This design comes from an exercise in tuning for small area on the open sky130 flow, not from production work.
Function was checked by simulation only, so behaviour that the tests miss may differ from the original.
No activity file was given, so power comes from the tool's default toggle rates.

Setup of v38:
Design sector_reader, start of the top module:
module sector_reader (
  input  wire        clk,
  input  wire        rst,
  input  wire        cmd_valid,
  input  wire [2:0]  cmd_op,
  input  wire [7:0]  cmd_c,
  input  wire [7:0]  cmd_h,
  input  wire [7:0]  cmd_r,
  input  wire [7:0]  cmd_n,
  input  wire        stop,
  input  wire        mfm,
  input  wire        skip,
  input  wire [7:0]  gap,
  input  wire [1:0]  scan_cond,
  input  wire [7:0]  scan_byte,
  input  wire        scan_over,
  input  wire        sink_ovr,
  input  wire        poll,
  input  wire        bit_in,
  input  wire        index,
  input  wire        phys_ok,
  output wire        busy,
  output reg         data_valid,
  output wire [7:0]  data_byte,
  output reg         done,
  output reg  [3:0]  done_code,
  output reg         wrong_am,
  output wire [7:0]  id_c,
  output wire [7:0]  id_h,
  output wire [7:0]  id_r,
  output wire [7:0]  id_n,
  output wire [15:0] id_crc,
  output wire [7:0]  err_bits,
  output wire        cmp_match
);
export LEC_CHECK = 0
export CAP_MARGIN = 0
export CORE_MARGIN = 2
export CORE_UTILIZATION = 50
export PLACE_DENSITY = 0.65
export SLEW_MARGIN = 0
export BUFFER_PORTS_ARGS = -buffer_cell sky130_fd_sc_hd__buf_1
export CTS_ARGS = -sink_clustering_enable -repair_clock_nets -dont_use_dummy_load -buf_list sky130_fd_sc_hd__clkbuf_8
create_clock -name core_clock -period 8.0 [get_ports {clk}]
standard.sh (not shown) runs the stock make flow with config.mk's settings and CLKGATE_MAP_FILE= SYNTH_SCRIPT=/design/flow/synth_recipe.tcl, a recipe that flattens the netlist after the stock synthesis.
==> flow/flow/run.sh <==
#!/bin/bash
# Standard ORFS layout (the standard.sh, standard synthesis unchanged) with
# two layout choices: the port buffers are the smallest buffer cell, and clock
# tree synthesis uses smaller clock buffers without dummy loads.
set -euo pipefail
cat >> config.mk <<'EOC'
export BUFFER_PORTS_ARGS = -buffer_cell sky130_fd_sc_hd__buf_1
export CTS_ARGS = -sink_clustering_enable -repair_clock_nets -dont_use_dummy_load -buf_list sky130_fd_sc_hd__clkbuf_8
EOC
bash standard.sh finish > standard.log 2>&1
Edits applied to the flow inputs when going from v38 to v46:
Settings: swapping 0 for 20 in CAP_MARGIN; swapping 0 for 20 in SLEW_MARGIN.
### Flow results
Every run in the comparison, v38 and v46, completed the flow with a clean layout.
Re shortest clock period the worst path allows after layout: no difference whatsoever between v38 and v46.
v38 and v46 ended up with roughly the same area growth from synthesis to layout.
Diff v38..v46 | total count of max-transition violations in the final report | unchanged
Post-synthesis average cell area essentially unchanged between v38 and v46.
As far as mux cell area share after synthesis goes, v38 and v46 are indistinguishable; the numbers are identical.
v38 -> v46: number of antenna violations at the first check in global routing delta 0, exact match
Input-level comparison between v22 and v46:
Settings: a change of PLACE_DENSITY from 0.65 to 0.85; a change of CORE_UTILIZATION from 50 to 70; an added GPL_ROUTABILITY_DRIVEN of 0.
[summary]
Clock latency of the later-clocked register in the worst-skew pair delta (v22 -> v46): insignificant
v46 has a lower worst ir drop on vdd than v22.
v22 ends up with a total global routing track utilization that is 9.8 points higher than in v46.
v22 and v46 ended up with roughly the same hold slack.

## raven
sector_reader again, from the RTL that the note above started with.
==> flow/config.mk <==
export PLATFORM = sky130hd
export DESIGN_NAME = sector_reader
export DESIGN_NICKNAME = sector_reader
export VERILOG_FILES = /design/flow/design.v
export SDC_FILE = /design/flow/constraint.sdc
export NUM_CORES = 4
export LEC_CHECK = 0
export CAP_MARGIN = 20
export CORE_MARGIN = 2
export CORE_UTILIZATION = 50
export PLACE_DENSITY = 0.65
export SLEW_MARGIN = 20
export BUFFER_PORTS_ARGS = -buffer_cell sky130_fd_sc_hd__buf_1
export CTS_ARGS = -sink_clustering_enable -repair_clock_nets -dont_use_dummy_load -buf_list sky130_fd_sc_hd__clkbuf_8 -sink_clustering_size 20 -sink_clustering_max_diameter 100
==> flow/constraint.sdc <==
create_clock -name core_clock -period 8.0 [get_ports {clk}]
set_input_delay 1.6000 -clock core_clock [delete_from_list [all_inputs] [get_ports {clk}]]
set_output_delay 1.6000 -clock core_clock [all_outputs]
set_load 0.01 [all_outputs]
==> flow/flow/run.sh <==
#!/bin/bash
# Standard ORFS layout (the standard.sh, standard synthesis unchanged) with
# two layout choices: the port buffers are the smallest buffer cell, and clock
# tree synthesis uses smaller clock buffers without dummy loads.
set -euo pipefail
cat >> config.mk <<'EOC'
export BUFFER_PORTS_ARGS = -buffer_cell sky130_fd_sc_hd__buf_1
export CTS_ARGS = -sink_clustering_enable -repair_clock_nets -dont_use_dummy_load -buf_list sky130_fd_sc_hd__clkbuf_8 -sink_clustering_size 20 -sink_clustering_max_diameter 100
EOC
bash standard.sh finish > standard.log 2>&1
## Diff of input files: garnet against raven
Settings: a change of CTS_ARGS from -sink_clustering_enable -repair_clock_nets -dont_use_dummy_load -buf_list sky130_fd_sc_hd__clkbuf_8 -sink_clustering_size 20 -sink_clustering_max_diameter 100 to -sink_clustering_enable -repair_clock_nets -dont_use_dummy_load -buf_list sky130_fd_sc_hd__clkbuf_8; a change of CORE_UTILIZATION from 50 to 80; a change of PLACE_DENSITY from 0.65 to 0.92.
diff --git a/flow/flow/run.sh b/flow/flow/run.sh
--- a/flow/flow/run.sh
+++ b/flow/flow/run.sh
@@ -8 +8 @@
-export CTS_ARGS = -sink_clustering_enable -repair_clock_nets -dont_use_dummy_load -buf_list sky130_fd_sc_hd__clkbuf_8 -sink_clustering_size 20 -sink_clustering_max_diameter 100
+export CTS_ARGS = -sink_clustering_enable -repair_clock_nets -dont_use_dummy_load -buf_list sky130_fd_sc_hd__clkbuf_8
==> comparison <==
raven → garnet: wire length reported by the detailed router increased about 0.9%; sequential share of layout area increased 0.33 points; utilization shows an increase of 33 points.
First-iteration DRC count delta for garnet relative to raven: about 150% higher
From raven to garnet the numbers moved as follows: switching power total +5.2%; global-route usage went up 17 points.
Summary of garnet over raven: relative area of non-clock buffer cells in the final design barely changed, number of buffers created by CTS has remained practically unchanged.
The inputs of delta differ from those of garnet as listed below.
Settings: changing CTS_ARGS from -sink_clustering_enable -repair_clock_nets -dont_use_dummy_load -buf_list sky130_fd_sc_hd__clkbuf_8 to -sink_clustering_enable -repair_clock_nets -dont_use_dummy_load -root_buf sky130_fd_sc_hd__clkbuf_8 -buf_list sky130_fd_sc_hd__clkbuf_4; changing CORE_UTILIZATION from 80 to 65; changing PLACE_DENSITY from 0.92 to 0.8.
diff --git a/flow/flow/run.sh b/flow/flow/run.sh
--- a/flow/flow/run.sh
+++ b/flow/flow/run.sh
@@ -8 +8 @@
-export CTS_ARGS = -sink_clustering_enable -repair_clock_nets -dont_use_dummy_load -buf_list sky130_fd_sc_hd__clkbuf_8
+export CTS_ARGS = -sink_clustering_enable -repair_clock_nets -dont_use_dummy_load -root_buf sky130_fd_sc_hd__clkbuf_8 -buf_list sky130_fd_sc_hd__clkbuf_4
--- outcome ---
- Critical path startpoint = cmd_n[7]: delta; critical path startpoint = mfm: garnet
- Of the two candidates, garnet has the better setup slack and delta the worse one.
- Per the final summary, delta finished and its layout is clean on timing, DRC and antenna.
- Fraction of area in multi-input gates: delta vs garnet — no meaningful difference
- Per the comparison of delta with garnet, power in combinational cells dropped about 5%, full die area increased by 22% relative to the old numbers, placeable core region increased 0.0015 mm².

==> port drivers added, routing unchanged <==
The flow's constraints put no driver on any port. The routed layouts listed below were extracted and timed again, unchanged, in two steps.
Step 1: set_driving_cell puts a clkbuf_16 on clk and a buf_2 on each other input, an assumption about the parent block.
Step 2 adds t to the input delays and takes it off the output delays; t is the mean of the earliest and latest rising clock arrival at the registers after step 1. Input paths then give back, and output paths get back, about the clock's delay inside the block.
a / b / c = no drivers / after step 1 / after step 2; a / b = the first two.
run | t (ns) | setup WS [ns] | cell pins on the clock port's net
v38 | 0.407 | 3.824 / 3.840 / 3.433 | 1
v46 | 0.407 | 3.824 / 3.840 / 3.433 | 1
v22 | 0.389 | 3.427 / 3.438 / 3.050 | 1
raven | 0.407 | 3.824 / 3.840 / 3.433 | 1
garnet | 0.391 | 3.803 / 3.811 / 3.420 | 1
delta | 0.393 | 3.771 / 3.780 / 3.387 | 1
After both steps setup and hold are still met in every run listed.
